Context: an optimization exercise on an open-source flow, tuned for small area, a short achievable clock period and few clock cycles per item. The choices shown serve that exercise and are no tape-out recipe. Only simulation tests tie the RTL to the original design; equivalence was not proved. No activity file was given, so power comes from the tool's default toggle rates.

==> design.v <==
module tsac (
    input  wire        clk,
    input  wire        rst,              
    input  wire [63:0] ram_size_pages,   
    input  wire        cmd_valid,
    output wire        cmd_ready,
    input  wire [79:0] cmd_word,         
    input  wire [31:0] cmd_xfer,         
    input  wire [1:0]  cmd_iofail,       
    output reg         resp_valid,
    input  wire        resp_ready,
    output wire [2:0]  resp_status,
    output wire [63:0] resp_payload
);
    localparam [2:0] ST_OK      = 3'd0,
                     ST_INVARG  = 3'd1,
                     ST_FATAL   = 3'd2,
                     ST_FIFO    = 3'd3,
                     ST_FULL    = 3'd4,
                     ST_IOERR   = 3'd5,
                     ST_REFUSED = 3'd6;
    wire [7:0]  op = cmd_word[79:72];
    wire [7:0]  a  = cmd_word[71:64];
    wire [63:0] d  = cmd_word[63:0];
    wire rd_fail  = cmd_iofail[0];
    wire any_fail = cmd_iofail[0] | cmd_iofail[1];
    wire a_zero  = (a == 8'd0);
    wire a_mux   = (a[7:2] == 6'd0);
    wire dhi0    = (d[63:32] == 32'd0);
    wire dlo0    = (d[31:0] == 32'd0);
    wire d_bool  = dhi0 && (d[31:1] == 31'd0);
    wire d_zero  = d_bool && !d[0];
    wire off8    = (d[63:32] == 32'd8);
    wire cfg_ok  = dhi0 && ((d[31:0] & ~32'h00FF_F030) == 32'd0);
    wire ch_ok   = (a[7:3] == 5'd0) && (a[2] ? (a[1:0] == 2'd0) : (a[1:0] != 2'd0));
    wire [1:0] ch = a[1:0] - 2'd1;
    wire op_rd    = (op == 8'h01);
    wire op_wr    = (op == 8'h02);
    wire op_flag  = (op == 8'h10) || (op == 8'h11) || (op == 8'h16) || (op == 8'h17) || (op == 8'h18);
    wire op_smux  = (op == 8'h12);
    wire op_sch   = (op == 8'h13) || (op == 8'h14) || (op == 8'h15);
    wire op_gflag = (op == 8'h20) || (op == 8'h21) || (op == 8'h22) ||
                    (op == 8'h26) || (op == 8'h27) || (op == 8'h28);
    wire op_gch   = (op == 8'h23) || (op == 8'h24) || (op == 8'h25);
    wire op_adv   = (op == 8'h30);
    wire op_tc    = (op == 8'h40);
    wire op_dmx   = (op == 8'h50);
    wire op_arm   = (op == 8'h60);
    wire op_start = (op == 8'h61);
    wire op_poll  = (op == 8'h62);
    wire op_stop  = (op == 8'h63);
    wire legal = (op_rd    && a_zero && dlo0) ||
                 (op_wr    && a_zero) ||
                 (op_flag  && a_zero && d_bool) ||
                 (op_smux  && a_mux && d_zero) ||
                 (op_sch   && d_bool) ||
                 (op_gflag && a_zero && d_zero) ||
                 (op_gch   && d_zero) ||
                 (op_adv   && a_zero) ||
                 (op_tc    && a_zero && dhi0) ||
                 (op_dmx   && a_mux) ||
                 (op_arm   && a_zero && cfg_ok) ||
                 ((op_start || op_poll || op_stop) && a_zero && d_zero);
    reg [31:0] flag_m;
    always @* begin
        case (op[3:0])
            4'h0: flag_m = 32'h0000_0001;
            4'h1: flag_m = 32'h0000_0002;
            4'h2: flag_m = 32'h0000_0010;    
            4'h6: flag_m = 32'h0100_0000;
            4'h7: flag_m = 32'h0200_0000;
            default: flag_m = 32'h0400_0000;
        endcase
    end
    wire [3:0]  chsel = 4'b0001 << ch;
    wire [31:0] chan_m = (op[3:0] == 4'h3) ? {16'd0, chsel, 12'd0} :
                         (op[3:0] == 4'h4) ? {12'd0, chsel, 16'd0} :
                                             {8'd0,  chsel, 20'd0};
    wire [63:0] perm1 = {d[31:24], d[39:32], d[23:16], d[47:40],
                         d[15:8],  d[55:48], d[7:0],   d[63:56]};
    wire [63:0] perm2 = {d[7:0],   d[23:16], d[39:32], d[55:48],
                         d[15:8],  d[31:24], d[47:40], d[63:56]};
    reg        k_rdc, k_get, k_set, k_arm, k_start, k_stop, k_poll, k_adv, dec_f;
    reg [2:0]  dec_st;
    reg [63:0] dec_d;
    always @* begin
        k_rdc = 1'b0; k_get = 1'b0; k_set = 1'b0; k_arm = 1'b0;
        k_start = 1'b0; k_stop = 1'b0; k_poll = 1'b0; k_adv = 1'b0;
        dec_f  = 1'b0;
        dec_st = ST_OK;
        dec_d  = 64'd0;
        if (!legal) dec_st = ST_REFUSED;
        else if (op_rd) begin
            if (!dhi0 && !off8) dec_st = ST_REFUSED;
            else if (rd_fail) dec_st = ST_IOERR;
            else if (dhi0) k_rdc = 1'b1;
            else dec_d = {32'd0, cmd_xfer};
        end else if (op_wr) begin
            if (!dhi0) dec_st = ST_REFUSED;
            else if (rd_fail) dec_st = ST_IOERR;
            else begin
                k_set = 1'b1;
                dec_d = {32'hFFFF_FFFF, d[31:0]};
            end
        end else if (op_flag) begin
            if (any_fail) dec_st = ST_IOERR;
            else begin
                k_set = 1'b1;
                dec_d = {flag_m, flag_m & {32{d[0]}}};
            end
        end else if (op_smux) begin
            if (any_fail) dec_st = ST_IOERR;
            else begin
                k_set = 1'b1;
                dec_d = {32'h0000_0030, 26'd0, a[1:0], 4'd0};
            end
        end else if (op_sch) begin
            if (!ch_ok) dec_st = ST_INVARG;
            else if (any_fail) dec_st = ST_IOERR;
            else begin
                k_set = 1'b1;
                dec_d = {chan_m, chan_m & {32{d[0]}}};
            end
        end else if (op_gflag) begin
            if (rd_fail) dec_st = ST_IOERR;
            else begin
                k_get = 1'b1;
                dec_d = {31'd0, op[3:0] == 4'h2, flag_m};
            end
        end else if (op_gch) begin
            if (!ch_ok) dec_st = ST_INVARG;
            else if (rd_fail) dec_st = ST_IOERR;
            else begin
                k_get = 1'b1;
                dec_d = {32'd0, chan_m};
            end
        end else if (op_adv) begin
            k_adv = 1'b1;
            dec_d = d;
        end else if (op_tc) begin
            dec_d = d;                        
        end else if (op_dmx) begin
            dec_d = a[1] ? perm2 : a[0] ? perm1 : d;
        end else if (op_arm) begin
            k_arm = 1'b1;
            dec_f = any_fail;
            dec_d = {~32'hF800_0FCC, d[31:0] | 32'h0700_0000};
        end else if (op_start) begin
            k_start = 1'b1;
            dec_f = any_fail;
            dec_d = {32'h0000_0003, 32'h0000_0003};
        end else if (op_poll) begin
            k_poll = 1'b1;
            dec_f = rd_fail;
            dec_d = {32'd0, cmd_xfer};
        end else begin  
            k_stop = 1'b1;
            dec_f = any_fail;
            dec_d = {32'h0000_0003, 32'h0000_0000};
        end
    end
    reg        ir_v;
    reg        ir_rdc, ir_get, ir_set, ir_arm, ir_start, ir_stop, ir_poll, ir_adv, ir_f;
    reg [2:0]  ir_st;
    reg [63:0] ir_d;
    wire go = !resp_valid || resp_ready;
    assign cmd_ready = resp_ready;
    reg [47:0] hcnt;         
    reg        hnz;          
    reg [15:0] head_lo;      
    reg [63:0] avail;        
    reg [31:0] ctrl;
    reg        armed;        
    reg        running;      
    wire exec = ir_v && go;
    wire ir_none = !(ir_rdc || ir_get || ir_set || ir_arm || ir_start || ir_stop || ir_poll || ir_adv);
    wire [15:0] pm = ir_d[15:0];
    wire        head_ge;                                
    tsac_ge #(16) u_wrap (.a(pm), .b(head_lo), .y(head_ge));
    wire        wrap = !head_ge;                        
    wire        head_ovf = wrap && hnz && (hcnt == 48'd0);
    wire        hfb = ~(hcnt[47] ^ hcnt[46] ^ hcnt[20] ^ hcnt[19]);
    wire [15:0] nh  = ~head_lo;
    wire [15:0] x1  = avail[15:0] ^ pm ^ nh;
    wire [15:0] y1  = (avail[15:0] & pm) | (avail[15:0] & nh) | (pm & nh);
    wire [16:0] us;
    wire        uco;
    tsac_add #(17) u_u (.a({1'b0, x1}), .b({y1, 1'b1}), .ci(1'b0), .s(us), .co(uco));
    wire [17:0] u  = {uco, us};
    wire        cy = wrap ? u[16] : u[17];
    wire [47:0] avail_hi_inc;            
    wire [63:0] avail_p = {cy ? avail_hi_inc : avail[63:16], u[15:0]};
    wire [47:0] ram_hi = ram_size_pages[63:16];
    wire        gt0, eq0, eq1, lo_ge;
    tsac_cmp #(48) u_cmp0 (.a(avail[63:16]), .b(ram_hi), .gt(gt0), .eq(eq0));
    tsac_eq1 #(48) u_eq1 (.a(avail[63:16]), .b(ram_hi), .y(eq1));
    tsac_ge #(16) u_lo (.a(u[15:0]), .b(ram_size_pages[15:0]), .y(lo_ge));
    wire        full = gt0 || (eq0 && (cy || lo_ge)) || (cy && eq1 && lo_ge);
    wire [63:0] sub_b = {ir_d[63:16] | {48{ir_poll}}, ir_d[15:0] & {16{!ir_poll}}};
    wire [63:0] avail_a;
    wire        adv_ok;
    tsac_add #(64) u_adv (.a(avail), .b(~sub_b), .ci(1'b1), .s(avail_a), .co(adv_ok));
    assign avail_hi_inc = avail_a[63:16];
    wire [31:0] ctrl_set = (ctrl & ~ir_d[63:32]) | ir_d[31:0];
    reg        resp_full;
    wire       running_eff = running && !resp_full;
    reg [2:0] st;            
    reg       ctrl_we, adv_we, poll_we, cur_clr, poll_ok;
    reg       armed_we, armed_n, run_we, run_n;
    always @* begin
        st = ST_OK;
        ctrl_we = 1'b0;
        adv_we = 1'b0;
        poll_we = 1'b0;
        poll_ok = 1'b0;
        cur_clr = 1'b0;
        armed_we = 1'b0; armed_n = 1'b0;
        run_we = 1'b0;   run_n = 1'b0;
        if (ir_set) ctrl_we = 1'b1;
        else if (ir_adv) begin
            if (!adv_ok) st = ST_INVARG;
            else adv_we = 1'b1;
        end else if (ir_arm) begin
            if (running_eff) st = ST_REFUSED;
            else if (ir_f) begin
                st = ST_IOERR;
                armed_we = 1'b1;
            end else begin
                ctrl_we = 1'b1;
                cur_clr = 1'b1;
                armed_we = 1'b1; armed_n = 1'b1;
            end
        end else if (ir_start) begin
            if (!armed) st = ST_REFUSED;
            else begin
                armed_we = 1'b1;
                if (ir_f) st = ST_IOERR;
                else begin
                    ctrl_we = 1'b1;
                    run_we = 1'b1; run_n = 1'b1;
                end
            end
        end else if (ir_poll) begin
            if (!running_eff) st = ST_REFUSED;
            else if (ir_f) begin
                st = ST_IOERR;
                run_we = 1'b1;
            end else if (head_ovf) st = ST_REFUSED;
            else begin
                poll_we = 1'b1;
                if (ir_d[31]) begin
                    st = ST_FATAL;
                    run_we = 1'b1;
                end else if (ir_d[30]) begin
                    st = ST_FIFO;
                    run_we = 1'b1;
                end else poll_ok = 1'b1;
            end
        end else if (ir_stop) begin
            armed_we = 1'b1;
            run_we = 1'b1;
            if (ir_f) st = ST_IOERR;
            else ctrl_we = 1'b1;
        end else if (ir_none) st = ir_st;
    end
    wire [1:0]  get_bits = {ir_d[32] & ctrl[5], |(ctrl & ir_d[31:0])};
    wire [63:0] pl = ({64{ir_none}} & ir_d) |
                     ({64{ir_rdc}}  & {32'd0, ctrl}) |
                     ({64{ir_get}}  & {62'd0, get_bits}) |
                     ({64{poll_we}} & avail_p);
    reg  [63:0] resp_pl;
    reg         resp_zero;
    reg  [2:0]  resp_st;
    assign resp_payload = resp_pl & {64{!(resp_zero || resp_full)}};
    assign resp_status  = {resp_st[2] | resp_full, resp_st[1:0]};    
    always @(posedge clk) begin
        if (rst) begin
            ir_v    <= 1'b0;
            hcnt    <= 48'd0;
            hnz     <= 1'b0;
            head_lo <= 16'd0;
            avail   <= 64'd0;
            ctrl    <= 32'd0;
            armed   <= 1'b0;
            running <= 1'b0;
            resp_valid <= 1'b0;
            resp_full  <= 1'b0;
        end else begin
            if (!cmd_ready) begin
                if (exec) ir_v <= 1'b0;
            end else begin
                ir_v     <= cmd_valid;
                ir_rdc   <= k_rdc;
                ir_get   <= k_get;
                ir_set   <= k_set;
                ir_arm   <= k_arm;
                ir_start <= k_start;
                ir_stop  <= k_stop;
                ir_poll  <= k_poll;
                ir_adv   <= k_adv;
                ir_f     <= dec_f;
                ir_st    <= dec_st;
                ir_d     <= dec_d;
            end
            if (exec) begin
                if (cur_clr) begin
                    hcnt    <= 48'd0;
                    hnz     <= 1'b0;
                    head_lo <= 16'd0;
                    avail   <= 64'd0;
                end else if (poll_we) begin
                    if (wrap) begin
                        hcnt <= {hcnt[46:0], hfb};
                        hnz  <= 1'b1;
                    end
                    head_lo <= pm;
                    avail   <= avail_p;
                end else if (adv_we) begin
                    avail   <= avail_a;
                end
                if (ctrl_we) ctrl <= ctrl_set;
                if (armed_we) armed <= armed_n;
                running      <= run_we ? run_n : running_eff;
                resp_valid   <= 1'b1;
                resp_st      <= st;
                resp_full    <= poll_ok && full;
                resp_pl      <= pl;
                resp_zero    <= poll_we && !poll_ok;
            end else if (resp_ready) begin
                resp_valid <= 1'b0;
            end
        end
    end
endmodule
module tsac_add #(parameter W = 16) (
    input  wire [W-1:0] a,
    input  wire [W-1:0] b,
    input  wire         ci,
    output wire [W-1:0] s,
    output wire         co
);
    wire [W-1:0] g0 = a & b;
    wire [W-1:0] p0 = a ^ b;
    reg  [W-1:0] g, p;    
    integer l, i;
    always @* begin
        g = g0;
        p = p0;
        g[0] = g0[0] | (p0[0] & ci);
        for (l = 0; (1 << l) < W; l = l + 1)
            for (i = 0; i < W; i = i + 1)
                if (((i >> l) & 1) == 1) begin
                    g[i] = g[i] | (p[i] & g[((i >> l) << l) - 1]);
                    p[i] = p[i] & p[((i >> l) << l) - 1];
                end
    end
    assign s  = p0 ^ {g[W-2:0], ci};
    assign co = g[W-1];
endmodule
module tsac_inc #(parameter W = 48) (
    input  wire [W-1:0] a,
    output wire [W-1:0] y
);
    reg [W-1:0] p;        
    integer l, i;
    always @* begin
        p = a;
        for (l = 0; (1 << l) < W; l = l + 1)
            for (i = 0; i < W; i = i + 1)
                if (((i >> l) & 1) == 1)
                    p[i] = p[i] & p[((i >> l) << l) - 1];
    end
    assign y = a ^ {p[W-2:0], 1'b1};
endmodule
module tsac_cmp #(parameter W = 64) (
    input  wire [W-1:0] a,
    input  wire [W-1:0] b,
    output wire         gt,
    output wire         eq
);
    reg [W-1:0] g, e;     
    integer l, i;
    always @* begin
        g = a & ~b;
        e = ~(a ^ b);
        for (l = 0; (1 << l) < W; l = l + 1)
            for (i = 0; i < W; i = i + 1)
                if ((i % (2 << l)) == 0 && i + (1 << l) < W) begin
                    g[i] = g[i + (1 << l)] | (e[i + (1 << l)] & g[i]);
                    e[i] = e[i + (1 << l)] & e[i];
                end
    end
    assign gt = g[0];
    assign eq = e[0];
endmodule
module tsac_eq1 #(parameter W = 48) (
    input  wire [W-1:0] a,
    input  wire [W-1:0] b,
    output wire         y
);
    reg [W-1:0] e, t, p;   
    integer l, i;
    always @* begin
        e = ~(a ^ b);
        t = a & ~b;
        p = ~a & b;
        for (l = 0; (1 << l) < W; l = l + 1)
            for (i = 0; i < W; i = i + 1)
                if ((i % (2 << l)) == 0 && i + (1 << l) < W) begin
                    p[i] = (e[i + (1 << l)] & p[i]) | (p[i + (1 << l)] & t[i]);
                    e[i] = e[i + (1 << l)] & e[i];
                    t[i] = t[i + (1 << l)] & t[i];
                end
    end
    assign y = p[0];
endmodule
module tsac_ge #(parameter W = 64) (
    input  wire [W-1:0] a,
    input  wire [W-1:0] b,
    output wire         y
);
    wire gt, eq;
    tsac_cmp #(W) u_cmp (.a(a), .b(b), .gt(gt), .eq(eq));
    assign y = gt | eq;
endmodule
==> flow/run.sh <==
#!/bin/bash
# Standard ORFS layout with these changes to how it is made:
# - the port buffers that ORFS inserts on every input and output are buf_1
#   cells instead of the default pick;
# - clock tree synthesis inserts no dummy loads.
# Same clock, constraints and steps otherwise.
set -o pipefail
bash standard.sh SETUP_SLACK_MARGIN=6.6 \
    "BUFFER_PORTS_ARGS=-buffer_cell sky130_fd_sc_hd__buf_1" \
    "CTS_ARGS=-sink_clustering_enable -repair_clock_nets -dont_use_dummy_load" \
    finish > standard_flow.log 2>&1
==> standard.sh <==
#!/bin/bash
# synth_recipe.tcl (not shown) runs the flow's synth.tcl, then flattens the netlist and writes it again
# the make line also repeats each setting of config.mk as NAME=value (left out here)
make -C /OpenROAD-flow-scripts/flow DESIGN_CONFIG=/design/flow/config.mk WORK_HOME=/design/flow/orfs CLKGATE_MAP_FILE= SYNTH_SCRIPT=/design/flow/synth_recipe.tcl "${@:-finish}"
==> config.mk <==
export PLATFORM = sky130hd
export DESIGN_NAME = tsac
export DESIGN_NICKNAME = tsac
export VERILOG_FILES = /design/flow/design.v
export SDC_FILE = /design/flow/constraint.sdc
export NUM_CORES = 4
export LEC_CHECK = 0
export CAP_MARGIN = 20
export CORE_MARGIN = 2
export CORE_UTILIZATION = 40
export SLEW_MARGIN = 20
==> constraint.sdc <==
create_clock -name core_clock -period 11.0 [get_ports {clk}]
set_input_delay 2.2000 -clock core_clock [delete_from_list [all_inputs] [get_ports {clk}]]
set_output_delay 2.2000 -clock core_clock [all_outputs]
set_load 0.01 [all_outputs]
==> results.py, run 1 <==
metrics = {
    "run_status": {
        "status": "timing/DRC/antenna clean",
    },
    "synthesis": {
        "ys_seq_area_share_pct": 32.0,
        "synthArstFlopShare_pct": 0,
        "yosysWarnings": 6,
        "syn_area_per_cell_um2": 8.34,
        "synth.ff_latch_count": 310,
        "yosys.cell_types.count": 92,
        "syn-cell-area_um2": 23900,
        "synth_edf_count": 144,
        "synth_nets": 3277,
        "synthCells": 2862,
        "synth-main-ff-cell": "dfxtp_1",
    },
    "power_and_ir_drop": {
        "powerDensity_nw_per_um2": 98.2,
        "leakage_uw": 0.0110,
        "p_total_uw": 2760,
        "max-vdd-ir-drop_mv": 0.130,
    },
    "global_route": {
        "antenna_found_initial": 2,
        "grt_usage_pct": 30.9,
        "grt_pass1_wl_um": 144000,
        "grt_overflow": 0,
        "grt_pass1_vias": 23000,
        "grt_max_degree": 70,
    },
    "setup_path": {
        "critPathBufInv": 2,
        "crit_arrival_ns": 2.42,
        "r2r-end": "resp_pl[43]",
        "critPathLaunchType": "primary input",
        "slowest_stage": "buf_12",
        "max_stage_delay_ns": 0.11,
        "r2r_start": "ir_d[0]",
        "cpLargestDelayFamily": "buffers and inverters",
        "criticalPathCategory": "primary input to output pin",
        "path_cells": "buf_12 > buf_6",
        "startpoint": "resp_ready",
        "ff2ff_setup_slack_ns": 6.48,
        "end_kind": "output pin",
        "crit_fanout": 2,
        "ff2ff_path_depth": 18,
        "required_ns": 8.80,
    },
    "worst_hold_path": {
        "worst_hold_path.endpoint": "hcnt[47]",
        "hold_depth": 2,
        "min_path_type": "flop to flop",
        "hp-start": "hcnt[47]",
    },
    "detailed_routing": {
        "drt_first_pass_iters": 7,
        "via_per_inst": 6.26,
        "wl_per_cell_um": 25.5,
        "ant_nets": 0,
        "drt_iter0_drc": 2685,
        "drt_wl_total_um": 99300,
        "vias": 24400,
        "drc": 0,
    },
    "floorplan": {
        "die-width_um": 248,
        "rows": 89,
        "initial_utilization_pct": 40.4,
        "dieArea_um2": 61600,
        "io_pins": 251,
        "core-area_um2": 59000,
        "die_h_um": 248,
    },
    "timing": {
        "min_period_over_period_pct": 42.0,
        "rsz0062_at_grt": "yes",
        "tightest_slew_ns": 1.15,
        "worst_slew_margin_rel_pct": 23.1,
        "finClkSkew_ns": 0.0459,
        "setup-tns-final_ns": 0,
        "hold_violations": 0,
        "drv_slew": 0,
        "setup_viol": 0,
        "max_freq_mhz": 216,
        "fin_ws_ns": 6.38,
        "timing.final.crit_period_ns": 4.62,
    },
    "final_layout": {
        "fillCellCount": 5773,
        "fin_util_pct": 47.6,
        "final_nets": 3535,
        "drive_gt1_share_pct": 10.6,
        "layout.cells.non_filler": 3892,
        "syn2layout_area_growth_pct": 17.8,
    },
    "place": {
        "place_ws_ns": 4.87,
        "dp_cells": 3764,
        "gp_congestion": 0.999,
        "io_buffers": 250,
        "dpl.hpwl_um": 72300,
    },
    "clock_network": {
        "clk_pin_slew_ns": 0.05,
        "clkSinkCount": 310,
        "worstSkewPairLatency_ns": 0.56,
        "clk_path_buf_depth": 3,
        "cts_max_level": 2,
        "cts_tree": "yes",
        "cts_made_buffers": 35,
        "clockRootBuffer": "clkbuf_16",
    },
    "flow_run": {
        "cap_violations": 0,
    },
}
==> synthesized netlist by cell type, types with 32 or more instances <==
cell	n	area share [%]
clkbuf_1	123	1.9
o21ai_0	136	2.9
a22oi_1	124	3.9
xnor2_1	37	1.4
a21oi_1	186	3.9
and2_1	82	2.1
ha_1	207	11
a21o_1	63	2.0
nand2_1	281	4.4
a211oi_1	32	1.0
edfxtp_1	144	18
nand3_1	99	2.1
inv_1	250	3.9
a22o_1	76	2.8
nand4_1	36	0.94
nor2_1	238	3.7
o22ai_1	33	0.87
dfxtp_1	166	14
nor3_1	52	1.1
==> power breakdown <==
| group | switching (uW) | internal (uW) |
|---|---|---|
| Clock | 450 | 558 |
| Combinational | 300 | 183 |
| Sequential | 41.0 | 1230 |
==> kinds of logic (layout without fill, tap and decap cells) <==
family / Yosys count / count (layout) / share of synthesized area, %
buffers and inverters: 406 / 656 / 6.76
AOI/OAI and AO/OA: 884 / 887 / 25.8
xor gates and xnor gates: 65 / 65 / 2.39
DFF: 310 / 310 / 32.0
muxes: 20 / 20 / 0.839
other: 0 / 1 / 0
and+or+nand+nor: 944 / 947 / 19.1
adders and majority gates: 233 / 233 / 13.0
==> how the worst max path moves through the flow <==
stage               slack [ns]        end  depth (start not counted)
floorplan                 6.50  cmd_ready                          1
global placement          4.98  avail[42]                         18
detailed placement        4.87  avail[40]                         18
CTS                       6.38  cmd_ready                          2
global route              6.34  resp_full                         19
finish                    6.38  cmd_ready                          2
==> final cells by class <==
| type | count | area, um^2 | area share (%) |
|---|---|---|---|
| multi-input combinational | 2152 | 15400 | 54.7 |
| sequential | 310 | 7650 | 27.2 |
| timing repair buffer | 370 | 2290 | 8.16 |
| tap | 773 | 967 | 3.44 |
| inverter | 251 | 947 | 3.37 |
| clock buffer | 35 | 876 | 3.11 |
| antenna | 1 | 2.50 | 0.00890 |
==> flip-flops by register name, summed over array words and instances, names as in the netlist, 3 cells and up <==
signal and count:
ir_st 3, ctrl 32, head_lo 16, ir_d 64
resp_st 3, avail 64, resp_pl 64, hcnt 48
==> metrics by stage <==
step	hold slack [ns]	cell area, um^2
2_1_floorplan	0.432	24000
3_3_place_gp	0.443	25500
3_5_place_dp	0.451	25500
4_1_cts	0.458	27300
5_1_grt	0.488	28100
6_report	0.454	28100
==> routing by layer <==
| layer | vias up | GRT usage (%) | share of wire, % |
|---|---|---|---|
| met3 | 269 | 5.70 | 9.3 |
| met2 | 1389 | 47.9 | 44 |
| met1 | 11700 | 41.7 | 42 |
| met5 | - | 0 | 0.013 |
| li1 | 11000 | - | - |
| met4 | 2 | 14.3 | 5.2 |
==> cells in the final DEF (no fill, tap or decap), drive strengths merged, types with 82 or more instances in the layout <==
master    n
a22oi   124
and2     82
ha      207
a21oi   191
edfxtp  144
buf     348
o21ai   152
dfxtp   166
nor2    240
nand2   281
nand3    99
inv     250
==> what timing repair did <==
item                       4_1_cts  5_1_grt
cloned                           8       12
pin swaps                       34       37
buffers inserted                49       23
hold buffers                     0        0
resized for setup              107       97
setup endpoints to repair      266      160
Testbench counts, summed over its fixed seeds: cycles 48,016, items 48,000.
==> inputs of run 2 (changes only) <==
--- a/config.mk
+++ b/config.mk
@@ -8,4 +8,4 @@
 export CAP_MARGIN = 20
 export CORE_MARGIN = 2
-export CORE_UTILIZATION = 40
+export CORE_UTILIZATION = 70
 export SLEW_MARGIN = 20
==> results.py, run 2 <==
metrics = {
    "global_route": {
        "grt_max_degree": 77,
        "grt_usage_pct": 49.2,
        "antenna_found_initial": 1,
        "grt_pass1_wl_um": 136000,
        "grt_pass1_vias": 24000,
        "grt_overflow": 0,
    },
    "floorplan": {
        "io_pins": 251,
        "initial_utilization_pct": 71.2,
        "die_h_um": 189,
        "core-area_um2": 33500,
        "die-width_um": 189,
        "dieArea_um2": 35600,
        "rows": 67,
    },
    "synthesis": {
        "synth.ff_latch_count": 310,
        "synthArstFlopShare_pct": 0,
        "synth-main-ff-cell": "dfxtp_1",
        "ys_top_cells_by_area": "edfxtp_1 18%, dfxtp_1 14%, ha_1 11%",
        "synth.top_cell.area_share_pct": 18.1,
        "synthCells": 2862,
        "yosysWarnings": 6,
        "yosysMostFrequentCell": "nand2_1",
        "syn-cell-area_um2": 23900,
        "synth_nets": 3277,
        "synth_common_cells": "281 x nand2_1, 250 x inv_1, 238 x nor2_1",
        "syn_area_per_cell_um2": 8.34,
        "yosysTopAreaCell": "edfxtp_1",
        "ys_seq_area_share_pct": 32.0,
        "synth_edf_count": 144,
        "yosys.cell_types.count": 92,
    },
    "timing": {
        "tightest_slew_ns": 1.05,
        "worst_slew_margin_rel_pct": 30.3,
        "timing.final.crit_period_ns": 4.60,
        "min_period_over_period_pct": 41.8,
        "setup-tns-final_ns": 0,
        "rsz0062_at_grt": "yes",
        "max_freq_mhz": 217,
        "drv_slew": 0,
        "finClkSkew_ns": 0.0334,
        "fin_ws_ns": 6.40,
        "setup_viol": 0,
        "hold_violations": 0,
    },
    "power_and_ir_drop": {
        "powerDensity_nw_per_um2": 100,
        "leakage_uw": 0.0109,
        "max-vdd-ir-drop_mv": 0.118,
        "p_total_uw": 2740,
    },
    "final_layout": {
        "layout.cells.non_filler": 3545,
        "multi_input_area_um2": 15400,
        "drive_gt1_share_pct": 9.43,
        "syn2layout_area_growth_pct": 14.3,
        "final_cell_mix": "272 x nand2_1, 247 x inv_1, 232 x buf_1",
        "largestRegisters": "avail: 64 flops, ir_d: 64 flops, resp_pl: 64 flops",
        "regArea_um2": 7650,
        "fillCellCount": 2099,
        "final_nets": 3513,
        "fin_util_pct": 81.4,
        "layout_commonest_cell": "nand2_1",
    },
    "run_status": {
        "status": "timing/DRC/antenna clean",
    },
    "clock_network": {
        "holdBufCountCts": 0,
        "cts_tree": "yes",
        "clk_path_buf_depth": 3,
        "clockRootBuffer": "clkbuf_16",
        "cts_made_buffers": 34,
        "clk_pin_slew_ns": 0.05,
        "worstSkewPairLatency_ns": 0.53,
        "cts_max_level": 2,
        "clkSinkCount": 310,
    },
    "setup_path": {
        "criticalPathCategory": "primary input to output pin",
        "end_kind": "output pin",
        "max_stage_delay_ns": 0.11,
        "cpLargestDelayFamily": "buffers and inverters",
        "crit_arrival_ns": 2.40,
        "required_ns": 8.80,
        "path_cells": "buf_8 > buf_6",
        "crit_fanout": 2,
        "critPathBufInv": 2,
        "slowest_stage": "buf_6",
        "critPathLaunchType": "primary input",
    },
    "place": {
        "place_ws_ns": 5.25,
        "gp_congestion": 1.07,
        "dp_cells": 3438,
        "io_buffers": 250,
        "dpl.hpwl_um": 64800,
    },
    "detailed_routing": {
        "ant_nets": 0,
        "wl_per_cell_um": 25.8,
        "drc": 0,
        "via_per_inst": 7.25,
        "drt_wl_total_um": 91500,
        "drt_iter0_drc": 4491,
        "drt_first_pass_iters": 10,
        "vias": 25700,
    },
    "flow_run": {
        "cap_violations": 0,
    },
    "worst_hold_path": {
        "min_path_type": "flop to flop",
    },
}
run 2: cell count changes in the layout (fill, tap and decap cells not counted), sizes merged:
cell	delta
clkbuf	-14
buf	-6
clkinv	-1
inv	+1
nor2	-1
or3	-1
run 2: path summary, 6_finish.rpt:
path,startpoint,endpoint,slack (ns),cells past startpoint
setup reg to reg,ir_d[9],resp_full,6.47,19
hold reg to reg,hcnt[38],hcnt[38],0.47,2
setup / recovery,resp_ready,cmd_ready,6.40,2
hold / removal,hcnt[38],hcnt[38],0.47,2
run 2: worst min-delay path: stages (launching register included):
cell	delay [ns]
dfxtp_1	0.32
nand2_1	0.06
a21oi_1	0.05
run 2: logic make-up after synthesis:
| kind of cell | synth area share (%) |
|---|---|
| AO/OA/AOI/OAI | 25.8 |
| XOR/XNOR | 2.39 |
| adder cells (fa/ha/maj) | 13.0 |
| buffers and inverters | 6.76 |
| flip-flops | 32.0 |
| multiplexers | 0.839 |
| AND/OR/NAND/NOR | 19.1 |
run 2: layout make-up:
type                       instances  area share [%]
timing repair buffer             351            6.98
antenna                            1         0.00917
multi-input combinational       2150            56.3
sequential                       310            28.1
clock buffer                      34            3.12
tap                              448            2.05
inverter                         251            3.49
run 2: where the power goes:
group / leakage (uW) / internal, uW / switching, uW
combinational: 0.00782 / 180 / 300
clock: 0.000419 / 543 / 447
sequential: 0.00263 / 1230 / 41.8
total: 0.0109 / 1950 / 788
run 2: through the flow:
step | hold WS, ns | instance area, um^2
2_1_floorplan | 0.432 | 24000
3_3_place_gp | 0.439 | 25100
3_5_place_dp | 0.448 | 25100
4_1_cts | 0.471 | 26700
5_1_grt | 0.487 | 27300
6_report | 0.472 | 27300
run 2: per-layer routing:
layer,vias up,GRT usage [%],part of all wire (%)
met4,0,30.6,8.4
met1,11700,61.5,34
met2,2429,74.6,42
met5,-,0,0
met3,607,14.9,15
li1,10900,-,-
run 2: timing repair:
action,CTS,global route
resized for setup,96,96
gates cloned,5,1
setup endpoints to repair,251,151
pin swaps,36,26
setup buffers,43,23
==> inputs of run 3 (changes only) <==
--- a/design.v
+++ b/design.v
@@ -62,32 +62,28 @@
                  (op_arm   && a_zero && cfg_ok) ||
                  ((op_start || op_poll || op_stop) && a_zero && d_zero);
-    reg [31:0] flag_m;
+    reg [4:0] flag_i;
     always @* begin
         case (op[3:0])
-            4'h0: flag_m = 32'h0000_0001;
-            4'h1: flag_m = 32'h0000_0002;
-            4'h2: flag_m = 32'h0000_0010;    
-            4'h6: flag_m = 32'h0100_0000;
-            4'h7: flag_m = 32'h0200_0000;
-            default: flag_m = 32'h0400_0000;
+            4'h0: flag_i = 5'd0;
+            4'h1: flag_i = 5'd1;
+            4'h2: flag_i = 5'd4;         
+            4'h6: flag_i = 5'd24;
+            4'h7: flag_i = 5'd25;
+            default: flag_i = 5'd26;
         endcase
     end
-    wire [3:0]  chsel = 4'b0001 << ch;
-    wire [31:0] chan_m = (op[3:0] == 4'h3) ? {16'd0, chsel, 12'd0} :
-                         (op[3:0] == 4'h4) ? {12'd0, chsel, 16'd0} :
-                                             {8'd0,  chsel, 20'd0};
-    wire [63:0] perm1 = {d[31:24], d[39:32], d[23:16], d[47:40],
-                         d[15:8],  d[55:48], d[7:0],   d[63:56]};
-    wire [63:0] perm2 = {d[7:0],   d[23:16], d[39:32], d[55:48],
-                         d[15:8],  d[31:24], d[47:40], d[63:56]};
-    reg        k_rdc, k_get, k_set, k_arm, k_start, k_stop, k_poll, k_adv, dec_f;
+    wire [4:0] chan_i = ((op[3:0] == 4'h3) ? 5'd12 : (op[3:0] == 4'h4) ? 5'd16 : 5'd20) + {3'd0, ch};
+    reg        k_rdc, k_get, k_wr, k_sb, k_arm, k_start, k_stop, k_poll, k_adv, dec_f;
+    reg        dec_mx, dec_pass;
+    reg [4:0]  dec_i;
     reg [2:0]  dec_st;
-    reg [63:0] dec_d;
+    reg [1:0]  dec_pm;
     always @* begin
-        k_rdc = 1'b0; k_get = 1'b0; k_set = 1'b0; k_arm = 1'b0;
+        k_rdc = 1'b0; k_get = 1'b0; k_wr = 1'b0; k_sb = 1'b0; k_arm = 1'b0;
         k_start = 1'b0; k_stop = 1'b0; k_poll = 1'b0; k_adv = 1'b0;
-        dec_f  = 1'b0;
+        dec_f = 1'b0; dec_mx = 1'b0; dec_pass = 1'b0;
+        dec_i = (op_sch || op_gch) ? chan_i : flag_i;
         dec_st = ST_OK;
-        dec_d  = 64'd0;
+        dec_pm = 2'd0;
         if (!legal) dec_st = ST_REFUSED;
         else if (op_rd) begin
@@ -95,72 +91,60 @@
             else if (rd_fail) dec_st = ST_IOERR;
             else if (dhi0) k_rdc = 1'b1;
-            else dec_d = {32'd0, cmd_xfer};
+            else dec_pass = 1'b1;
         end else if (op_wr) begin
             if (!dhi0) dec_st = ST_REFUSED;
             else if (rd_fail) dec_st = ST_IOERR;
-            else begin
-                k_set = 1'b1;
-                dec_d = {32'hFFFF_FFFF, d[31:0]};
-            end
-        end else if (op_flag) begin
-            if (any_fail) dec_st = ST_IOERR;
-            else begin
-                k_set = 1'b1;
-                dec_d = {flag_m, flag_m & {32{d[0]}}};
-            end
-        end else if (op_smux) begin
+            else k_wr = 1'b1;
+        end else if (op_flag || op_smux) begin
             if (any_fail) dec_st = ST_IOERR;
             else begin
-                k_set = 1'b1;
-                dec_d = {32'h0000_0030, 26'd0, a[1:0], 4'd0};
+                k_sb = 1'b1;
+                dec_mx = op_smux;
             end
         end else if (op_sch) begin
             if (!ch_ok) dec_st = ST_INVARG;
             else if (any_fail) dec_st = ST_IOERR;
-            else begin
-                k_set = 1'b1;
-                dec_d = {chan_m, chan_m & {32{d[0]}}};
-            end
+            else k_sb = 1'b1;
         end else if (op_gflag) begin
             if (rd_fail) dec_st = ST_IOERR;
             else begin
                 k_get = 1'b1;
-                dec_d = {31'd0, op[3:0] == 4'h2, flag_m};
+                dec_mx = (op[3:0] == 4'h2);
             end
         end else if (op_gch) begin
             if (!ch_ok) dec_st = ST_INVARG;
             else if (rd_fail) dec_st = ST_IOERR;
-            else begin
-                k_get = 1'b1;
-                dec_d = {32'd0, chan_m};
-            end
+            else k_get = 1'b1;
         end else if (op_adv) begin
             k_adv = 1'b1;
-            dec_d = d;
         end else if (op_tc) begin
-            dec_d = d;                        
+            dec_pass = 1'b1;                  
         end else if (op_dmx) begin
-            dec_d = a[1] ? perm2 : a[0] ? perm1 : d;
+            dec_pass = 1'b1;
+            dec_pm = a[1:0];
         end else if (op_arm) begin
             k_arm = 1'b1;
             dec_f = any_fail;
-            dec_d = {~32'hF800_0FCC, d[31:0] | 32'h0700_0000};
         end else if (op_start) begin
             k_start = 1'b1;
             dec_f = any_fail;
-            dec_d = {32'h0000_0003, 32'h0000_0003};
         end else if (op_poll) begin
             k_poll = 1'b1;
             dec_f = rd_fail;
-            dec_d = {32'd0, cmd_xfer};
         end else begin  
             k_stop = 1'b1;
             dec_f = any_fail;
-            dec_d = {32'h0000_0003, 32'h0000_0000};
         end
     end
+    wire        xs = op_poll || op_rd;
+    wire [63:0] dec_d = {d[63:32] & {32{!xs}},
+                         d[31:2] | (cmd_xfer[31:2] & {30{xs}}),
+                         d[1:0] | (cmd_xfer[1:0] & {2{xs}}) | (a[1:0] & {2{op_smux}})};
     reg        ir_v;
-    reg        ir_rdc, ir_get, ir_set, ir_arm, ir_start, ir_stop, ir_poll, ir_adv, ir_f;
+    reg        ir_rdc, ir_get, ir_wr, ir_sb, ir_arm, ir_start, ir_stop, ir_poll, ir_adv, ir_f;
+    reg        ir_mx, ir_pass;
+    reg [4:0]  ir_i;
     reg [2:0]  ir_st;
+    reg [1:0]  ir_pm;
     reg [63:0] ir_d;
     wire go = !resp_valid || resp_ready;
@@ -174,5 +158,5 @@
     reg        running;      
     wire exec = ir_v && go;
-    wire ir_none = !(ir_rdc || ir_get || ir_set || ir_arm || ir_start || ir_stop || ir_poll || ir_adv);
+    wire ir_none = !(ir_rdc || ir_get || ir_wr || ir_sb || ir_arm || ir_start || ir_stop || ir_poll || ir_adv);
     wire [15:0] pm = ir_d[15:0];
     wire        head_ge;                                
@@ -202,5 +186,12 @@
     tsac_add #(64) u_adv (.a(avail), .b(~sub_b), .ci(1'b1), .s(avail_a), .co(adv_ok));
     assign avail_hi_inc = avail_a[63:16];
-    wire [31:0] ctrl_set = (ctrl & ~ir_d[63:32]) | ir_d[31:0];
+    wire [31:0] bit_m  = 32'd1 << ir_i;
+    wire [31:0] bit_mx = bit_m | {26'd0, ir_mx, 5'd0};
+    wire [31:0] ctrl_set =
+        ir_wr    ? ir_d[31:0] :
+        ir_sb    ? (ctrl & ~bit_mx) | (bit_mx & (ir_mx ? {26'd0, ir_d[1:0], 4'd0} : {32{ir_d[0]}})) :
+        ir_arm   ? (ctrl & 32'hF800_0FCC) | ir_d[31:0] | 32'h0700_0000 :
+        ir_start ? ctrl | 32'h0000_0003 :
+                   ctrl & 32'hFFFF_FFFC;
     reg        resp_full;
     wire       running_eff = running && !resp_full;
@@ -217,5 +208,5 @@
         armed_we = 1'b0; armed_n = 1'b0;
         run_we = 1'b0;   run_n = 1'b0;
-        if (ir_set) ctrl_we = 1'b1;
+        if (ir_wr || ir_sb) ctrl_we = 1'b1;
         else if (ir_adv) begin
             if (!adv_ok) st = ST_INVARG;
@@ -264,14 +255,20 @@
         end else if (ir_none) st = ir_st;
     end
-    wire [1:0]  get_bits = {ir_d[32] & ctrl[5], |(ctrl & ir_d[31:0])};
-    wire [63:0] pl = ({64{ir_none}} & ir_d) |
-                     ({64{ir_rdc}}  & {32'd0, ctrl}) |
-                     ({64{ir_get}}  & {62'd0, get_bits}) |
-                     ({64{poll_we}} & avail_p);
+    wire [1:0]  get_bits = {ir_mx & ctrl[5], |(ctrl & bit_m)};
     reg  [63:0] resp_pl;
-    reg         resp_zero;
     reg  [2:0]  resp_st;
-    assign resp_payload = resp_pl & {64{!(resp_zero || resp_full)}};
+    reg         resp_o0, resp_o1, resp_o2, resp_oc, resp_oa;
+    wire        oa = resp_oa && !resp_full;
+    wire [63:0] perm1 = {resp_pl[31:24], resp_pl[39:32], resp_pl[23:16], resp_pl[47:40],
+                         resp_pl[15:8],  resp_pl[55:48], resp_pl[7:0],   resp_pl[63:56]};
+    wire [63:0] perm2 = {resp_pl[7:0],   resp_pl[23:16], resp_pl[39:32], resp_pl[55:48],
+                         resp_pl[15:8],  resp_pl[31:24], resp_pl[47:40], resp_pl[63:56]};
+    assign resp_payload = ({64{resp_o0}} & resp_pl) |
+                          ({64{resp_o1}} & perm1) |
+                          ({64{resp_o2}} & perm2) |
+                          ({64{resp_oc}} & {32'd0, ctrl}) |
+                          ({64{oa}}      & avail);
     assign resp_status  = {resp_st[2] | resp_full, resp_st[1:0]};    
+    wire   pl_on = (ir_none && ir_pass) || ir_get;
     always @(posedge clk) begin
         if (rst) begin
@@ -293,5 +290,10 @@
                 ir_rdc   <= k_rdc;
                 ir_get   <= k_get;
-                ir_set   <= k_set;
+                ir_wr    <= k_wr;
+                ir_sb    <= k_sb;
+                ir_mx    <= dec_mx;
+                ir_pass  <= dec_pass;
+                ir_i     <= dec_i;
+                ir_pm    <= dec_pm;
                 ir_arm   <= k_arm;
                 ir_start <= k_start;
@@ -325,6 +327,10 @@
                 resp_st      <= st;
                 resp_full    <= poll_ok && full;
-                resp_pl      <= pl;
-                resp_zero    <= poll_we && !poll_ok;
+                resp_pl      <= {ir_d[63:2], ir_d[1:0] | get_bits & {2{ir_get}}};
+                resp_o0      <= pl_on && ir_pm == 2'd0;
+                resp_o1      <= pl_on && ir_pm == 2'd1;
+                resp_o2      <= pl_on && ir_pm[1];
+                resp_oc      <= ir_rdc;
+                resp_oa      <= poll_ok;
             end else if (resp_ready) begin
                 resp_valid <= 1'b0;
==> results.py, run 3 <==
metrics = {
    "place": {
        "dp_cells": 3100,
        "gp_congestion": 1.07,
        "io_buffers": 250,
        "dpl.hpwl_um": 53500,
        "placed_area_um2": 23300,
    },
    "setup_path": {
        "crit_cells": 2,
        "cpLargestDelayFamily": "buffers and inverters",
        "crit_fanout": 2,
        "path_cells": "buf_8 > buf_6",
        "critPathLaunchType": "primary input",
        "end_kind": "output pin",
        "critPathBufInv": 2,
        "criticalPathCategory": "primary input to output pin",
        "slowest_stage": "buf_6",
        "crit_arrival_ns": 2.40,
        "max_stage_delay_ns": 0.11,
        "required_ns": 8.80,
        "ff2ff_path_depth": 21,
    },
    "final_layout": {
        "layout.cells.non_filler": 3207,
        "diodes": 0,
        "final_cell_mix": "249 x nor2_1, 241 x nand2_1, 241 x buf_1",
        "drive_gt1_share_pct": 8.06,
        "fillCellCount": 1925,
        "largestRegisters": "avail: 64 flops, ir_d: 64 flops, resp_pl: 64 flops",
        "final_nets": 3223,
        "finalInstanceArea_um2": 25400,
        "layout_commonest_cell": "nor2_1",
        "syn2layout_area_growth_pct": 14.8,
    },
    "timing": {
        "worst_slew_margin_rel_pct": 26.8,
        "rsz0062_at_grt": "yes",
        "timing.final.crit_period_ns": 4.60,
        "hold_violations": 0,
        "finClkSkew_ns": 0.0229,
        "setup-tns-final_ns": 0,
        "setup_viol": 0,
        "drv_slew": 0,
        "max_freq_mhz": 217,
        "min_period_over_period_pct": 41.9,
        "tightest_slew_ns": 1.10,
    },
    "synthesis": {
        "synth-main-ff-cell": "dfxtp_1",
        "synthCells": 2556,
        "synth.top_cell.area_share_pct": 21.5,
        "yosysWarnings": 6,
        "ys_top_cells_by_area": "edfxtp_1 21%, dfxtp_1 15%, ha_1 12%",
        "yosysTopAreaCell": "edfxtp_1",
        "yosysMostFrequentCell": "nor2_1",
        "synth_edf_count": 158,
        "yosys.cell_types.count": 72,
        "syn-cell-area_um2": 22100,
        "synth.ff_latch_count": 324,
        "synth_nets": 2972,
        "synth_common_cells": "252 x nor2_1, 247 x nand2_1, 233 x inv_1",
        "ys_seq_area_share_pct": 36.5,
        "syn_area_per_cell_um2": 8.64,
        "synthArstFlopShare_pct": 0,
    },
    "floorplan": {
        "rows": 65,
        "die_h_um": 182,
        "core-area_um2": 31300,
        "initial_utilization_pct": 70.5,
        "dieArea_um2": 33000,
        "die-width_um": 182,
        "io_pins": 251,
    },
    "global_route": {
        "grt_overflow": 0,
        "grt_max_degree": 85,
        "antenna_found_initial": 2,
        "grt_pass1_wl_um": 114000,
        "grt_usage_pct": 44.6,
        "grt_pass1_vias": 20700,
    },
    "power_and_ir_drop": {
        "pwr-share-seq_pct": 47.7,
        "powerDensity_nw_per_um2": 112,
        "leakage_uw": 0.0104,
        "p_int_uw": 2050,
        "p_sw_share_pct": 27.6,
        "p_sw_uw": 780,
        "max-vdd-ir-drop_mv": 0.136,
        "power.share.clock_pct": 36.8,
        "power_frac_comb_pct": 15.6,
    },
    "clock_network": {
        "worstSkewPairLatency_ns": 0.53,
        "clk_pin_slew_ns": 0.06,
        "clk_path_buf_depth": 3,
        "holdBufCountCts": 0,
        "cts_tree": "yes",
        "clockRootBuffer": "clkbuf_16",
        "cts_made_buffers": 36,
        "clkSinkCount": 324,
        "cts_max_level": 2,
    },
    "worst_hold_path": {
        "min_path_type": "flop to flop",
        "hold_depth": 0,
    },
    "detailed_routing": {
        "drc": 0,
        "drt_first_pass_iters": 17,
        "drt_iter0_drc": 4465,
        "drt_wl_total_um": 79900,
        "wl_per_cell_um": 24.9,
        "ant_nets": 0,
        "via_per_inst": 7.07,
        "vias": 22700,
    },
    "run_status": {
        "status": "timing/DRC/antenna clean",
    },
    "flow_run": {
        "cap_violations": 0,
    },
}
-- run 3: cell types whose count changed in the layout (fill, tap and decap cells not counted), moves of 22 or more --
cell      change
and2_1       -73
a22oi_1      -56
and3_1       +35
o21ai_0      -37
a222oi_1     +34
o22ai_1      -28
inv_1        -22
nand2_1      -31
-- run 3: path summary, 6_finish.rpt --
| path | start | end | slack, ns |
|---|---|---|---|
| min reg2reg | ir_d[61] | resp_pl[61] | 0.44 |
| max reg2reg | avail[2] | avail[26] | 6.45 |
| max | resp_ready | cmd_ready | 6.40 |
| min | ir_d[61] | resp_pl[61] | 0.44 |
-- run 3: logic make-up (layout without fill, tap and decap cells) --
family / count (synthesis) / in the layout / synth area share [%]
compound gates: 705 / 705 / 21.9
flops: 324 / 324 / 36.5
fa+ha+maj: 235 / 235 / 14.2
simple gates: 854 / 855 / 18.1
buf+inv: 364 / 612 / 6.32
mux: 7 / 7 / 0.323
xor+xnor: 67 / 67 / 2.66
-- run 3: through the flow --
step	power (uW)	setup slack, ns	utilization, %	hold WS [ns]
2_1_floorplan	1580	6.50	-	0.417
3_3_place_gp	1710	5.40	74.2	0.435
3_5_place_dp	1720	5.13	74.3	0.439
4_1_cts	2750	6.40	79.0	0.446
5_1_grt	2890	6.39	81.0	0.451
6_report	2830	6.40	81.0	0.445
-- run 3: cell type report --
cell class,count,area (um^2),share of cell area (%)
Clock buffer,36,901,3.55
Inverter,234,888,3.50
Multi-Input combinational cell,1869,13000,51.3
Sequential cell,324,8090,31.9
Tap cell,402,503,1.98
Timing Repair Buffer,342,1960,7.72
-- run 3: what timing repair did --
action | CTS | global route
setup buffers | 32 | 27
gates resized for setup | 66 | 68
pin swaps | 11 | 50
endpoints found under the setup margin | 172 | 127
gates cloned | 4 | 7
-- run 3: layer usage --
layer	part of all wire, %	routed length (um)	track usage, %
met5	0.068	54	1.04
met4	9.0	7200	29.0
met3	13	10800	9.27
met2	44	35000	71.8
met1	34	26800	54.7
-- run 3: power groups by stage --
stage          logic, uW  registers, uW  clock network [uW]
2_1_floorplan        241           1340                   0
3_3_place_gp         337           1370                   0
3_5_place_dp         353           1370                   0
4_1_cts              387           1340                1020
5_1_grt              471           1350                1070
6_report             441           1350                1040
Testbench counts of run 3, summed over its fixed seeds: cycles 48,016, items 48,000.
==> inputs of run 4 (changes only) <==
--- a/design.v
+++ b/design.v
@@ -364,19 +364,4 @@
     assign co = g[W-1];
 endmodule
-module tsac_inc #(parameter W = 48) (
-    input  wire [W-1:0] a,
-    output wire [W-1:0] y
-);
-    reg [W-1:0] p;        
-    integer l, i;
-    always @* begin
-        p = a;
-        for (l = 0; (1 << l) < W; l = l + 1)
-            for (i = 0; i < W; i = i + 1)
-                if (((i >> l) & 1) == 1)
-                    p[i] = p[i] & p[((i >> l) << l) - 1];
-    end
-    assign y = a ^ {p[W-2:0], 1'b1};
-endmodule
 module tsac_cmp #(parameter W = 64) (
     input  wire [W-1:0] a,
--- a/flow/run.sh
+++ b/flow/run.sh
@@ -6,5 +6,5 @@
 # Same clock, constraints and steps otherwise.
 set -o pipefail
-bash standard.sh SETUP_SLACK_MARGIN=6.6 \
+bash standard.sh SETUP_SLACK_MARGIN=6.45 \
     "BUFFER_PORTS_ARGS=-buffer_cell sky130_fd_sc_hd__buf_1" \
     "CTS_ARGS=-sink_clustering_enable -repair_clock_nets -dont_use_dummy_load" \
==> results.py, run 4 <==
metrics = {
    "run_status": {
        "status": "timing/DRC/antenna clean",
    },
    "timing": {
        "fin_ws_ns": 6.37,
        "finClkSkew_ns": 0.0361,
        "worst_slew_margin_rel_pct": 27.4,
        "min_period_over_period_pct": 42.1,
        "setup_viol": 0,
        "hold_violations": 0,
        "timing.final.crit_period_ns": 4.63,
        "tightest_slew_ns": 1.09,
        "max_freq_mhz": 216,
        "setup-tns-final_ns": 0,
        "drv_slew": 0,
        "hold_slack_ns": 0.455,
        "rsz0062_at_grt": "yes",
    },
    "power_and_ir_drop": {
        "p_sw_share_pct": 26.6,
        "power_frac_comb_pct": 14.2,
        "leakage_uw": 0.0100,
        "powerDensity_nw_per_um2": 111,
        "max-vdd-ir-drop_mv": 0.133,
        "p_int_uw": 2010,
        "p_sw_uw": 730,
        "power.share.clock_pct": 36.5,
        "pwr-share-seq_pct": 49.2,
    },
    "final_layout": {
        "largestRegisters": "avail: 64 flops, ir_d: 64 flops, resp_pl: 64 flops",
        "layout_commonest_cell": "nor2_1",
        "final_nets": 3174,
        "syn2layout_area_growth_pct": 11.6,
        "final_cell_mix": "250 x nor2_1, 244 x buf_1, 242 x nand2_1",
        "diodes": 0,
        "drive_gt1_share_pct": 5.22,
    },
    "floorplan": {
        "die_h_um": 182,
        "core-area_um2": 31300,
        "dieArea_um2": 33000,
        "rows": 65,
        "io_pins": 251,
        "initial_utilization_pct": 70.5,
        "die-width_um": 182,
    },
    "detailed_routing": {
        "top_layer": "met4",
        "drc": 0,
        "vias": 21900,
        "wl_met3_um": 9430,
        "via_per_inst": 6.94,
        "wl_met1_um": 26100,
        "drt_first_pass_iters": 11,
        "ant_nets": 0,
        "drt_iter0_drc": 3418,
        "drt_wl_total_um": 74500,
        "route.met2.wl_um": 32800,
        "wl_per_cell_um": 23.6,
    },
    "setup_path": {
        "crit_cells": 5,
        "r2r-end": "avail[38]",
        "critPathLaunchType": "flop",
        "path_cells": "nor2b_4 > buf_12 > a222oi_1 > nand2_1 > buf_1",
        "ff2ff_setup_slack_ns": 6.44,
        "ff2ff_path_depth": 16,
        "end_kind": "output pin",
        "required_ns": 8.80,
        "r2r_start": "ir_poll",
        "criticalPathCategory": "flop to output pin",
        "crit_fanout": 64,
        "slowest_stage": "a222oi_1",
        "critPathBufInv": 2,
        "max_stage_delay_ns": 0.74,
        "crit_arrival_ns": 2.43,
        "cpLargestDelayFamily": "compound AO/OA/AOI/OAI gates",
    },
    "global_route": {
        "antenna_found_initial": 0,
        "grt_pass1_wl_um": 111000,
        "grt_overflow": 0,
        "grt_usage_pct": 43.1,
        "grt_pass1_vias": 20700,
        "grt_max_degree": 84,
    },
    "worst_hold_path": {
        "hold_depth": 0,
        "hp-start": "ir_rdc",
        "min_path_type": "flop to flop",
        "worst_hold_path.endpoint": "resp_oc",
    },
    "flow_run": {
        "cap_violations": 0,
    },
    "place": {
        "place_ws_ns": 5.28,
        "gp_congestion": 1.03,
        "io_buffers": 250,
        "dpl.hpwl_um": 53600,
    },
    "synthesis": {
        "ys_top_cells_by_area": "edfxtp_1 21%, dfxtp_1 15%, ha_1 12%",
        "yosysTopAreaCell": "edfxtp_1",
        "syn-cell-area_um2": 22100,
        "yosysMostFrequentCell": "nor2_1",
        "synthCells": 2556,
        "synth.ff_latch_count": 324,
        "synth_nets": 2972,
        "synth-main-ff-cell": "dfxtp_1",
        "synth.top_cell.area_share_pct": 21.5,
        "synth_edf_count": 158,
        "yosysWarnings": 6,
        "synthArstFlopShare_pct": 0,
        "ys_seq_area_share_pct": 36.5,
        "syn_area_per_cell_um2": 8.64,
        "yosys.cell_types.count": 72,
        "synth_common_cells": "252 x nor2_1, 247 x nand2_1, 233 x inv_1",
    },
    "clock_network": {
        "cts_made_buffers": 35,
        "clkSinkCount": 324,
        "clk_pin_slew_ns": 0.07,
        "cts_max_level": 2,
        "clockRootBuffer": "clkbuf_16",
        "cts_tree": "yes",
        "clk_path_buf_depth": 3,
        "holdBufCountCts": 0,
        "worstSkewPairLatency_ns": 0.52,
    },
}
[run 4: cell counts after synthesis]
Identical to the previous run, type by type.
[run 4: metal layers]
layer  vias up  GRT usage [%]
met5         -              0
met4         0           27.7
met3       440           8.58
met2      1696           68.7
met1     10100           53.7
li1       9679              -
[run 4: metrics by stage]
step | instance area, um^2 | std cells | total power (uW) | utilization, %
2_1_floorplan | 22100 | 2556 | 1580 | -
3_3_place_gp | 23200 | 3096 | 1710 | 74.1
3_5_place_dp | 23200 | 3096 | 1720 | 74.1
4_1_cts | 24300 | 3141 | 2700 | 77.5
5_1_grt | 24600 | 3158 | 2810 | 78.7
6_report | 24600 | 3158 | 2740 | 78.7
[run 4: logic make-up (layout without fill, tap and decap cells)]
kind of cell,after synthesis,count (layout),share of synthesized area (%)
compound gates,705,705,21.9
xor+xnor,67,67,2.66
fa+ha+maj,235,235,14.2
buf+inv,364,564,6.32
flops,324,324,36.5
mux,7,7,0.323
simple gates,854,854,18.1
[run 4: power groups by stage]
stage	Sequential [uW]	Combinational, uW	Clock [uW]
after detailed placement	1370	351	0
after CTS	1350	366	993
after global placement	1370	333	0
after global routing	1350	424	1040
final	1350	390	1000
after floorplan	1340	241	0
[run 4: worst max path at each step]
stage | slack (ns) | to | from
finish | 6.37 | resp_payload[4] | resp_full
global route | 6.39 | cmd_ready | resp_ready
CTS | 6.40 | cmd_ready | resp_ready
detailed placement | 5.28 | avail[58] | ir_poll
global placement | 5.54 | avail[43] | ir_poll
floorplan | 6.48 | cmd_ready | resp_ready
[run 4: area by class of cell]
class	instances	area, um^2
Multi-Input combinational cell	1868	12800
Sequential cell	324	8080
Fill cell	2111	6670
Timing Repair Buffer	295	1460
Inverter	234	886
Clock buffer	35	876
Tap cell	402	503
[run 4: repair_timing]
action	4_1_cts	5_1_grt
setup endpoints to repair	118	113
gates cloned	0	4
pin swaps	5	14
gates resized for setup	34	42
endpoints found under the hold margin	0	0
setup buffers	10	12
Testbench counts of run 4, summed over its fixed seeds: cycles 48,016, items 48,000.

-- port drivers added, routing unchanged --
In the flow no input, the clock included, has a driving cell. The finished layouts below were timed again as built, in two steps.
Step 1 sets driving cells, clkbuf_16 on the clock port and buf_2 on the other inputs (assumed; they add their load-dependent delay and slew).
Step 2 adds t to the input delays and takes it off the output delays; t is the mean of the earliest and latest rising clock arrival at the registers after step 1. Input paths then give back, and output paths get back, about the clock's delay inside the block.
Slacks: no drivers / after step 1 / after step 2; pairs: no drivers / after step 1.
run | t, ns | setup WS [ns] | worst hold slack (ns) | latest minus earliest clock arrival (ns)
run 1 | 0.591 | 6.380 / 6.333 / 6.064 | 0.454 / 0.454 / 0.454 | 0.046 / 0.045
run 2 | 0.561 | 6.397 / 6.353 / 6.054 | 0.472 / 0.472 / 0.472 | 0.033 / 0.034
run 3 | 0.579 | 6.395 / 6.347 / 5.998 | 0.445 / 0.445 / 0.445 | 0.023 / 0.023
run 4 | 0.562 | 6.374 / 6.318 / 5.942 | 0.455 / 0.455 / 0.455 | 0.037 / 0.037
After both steps setup and hold are still met in every run listed. The setup slack of run 4, which loses most, moves by -0.056 ns with the drivers and by -0.432 ns with both steps.
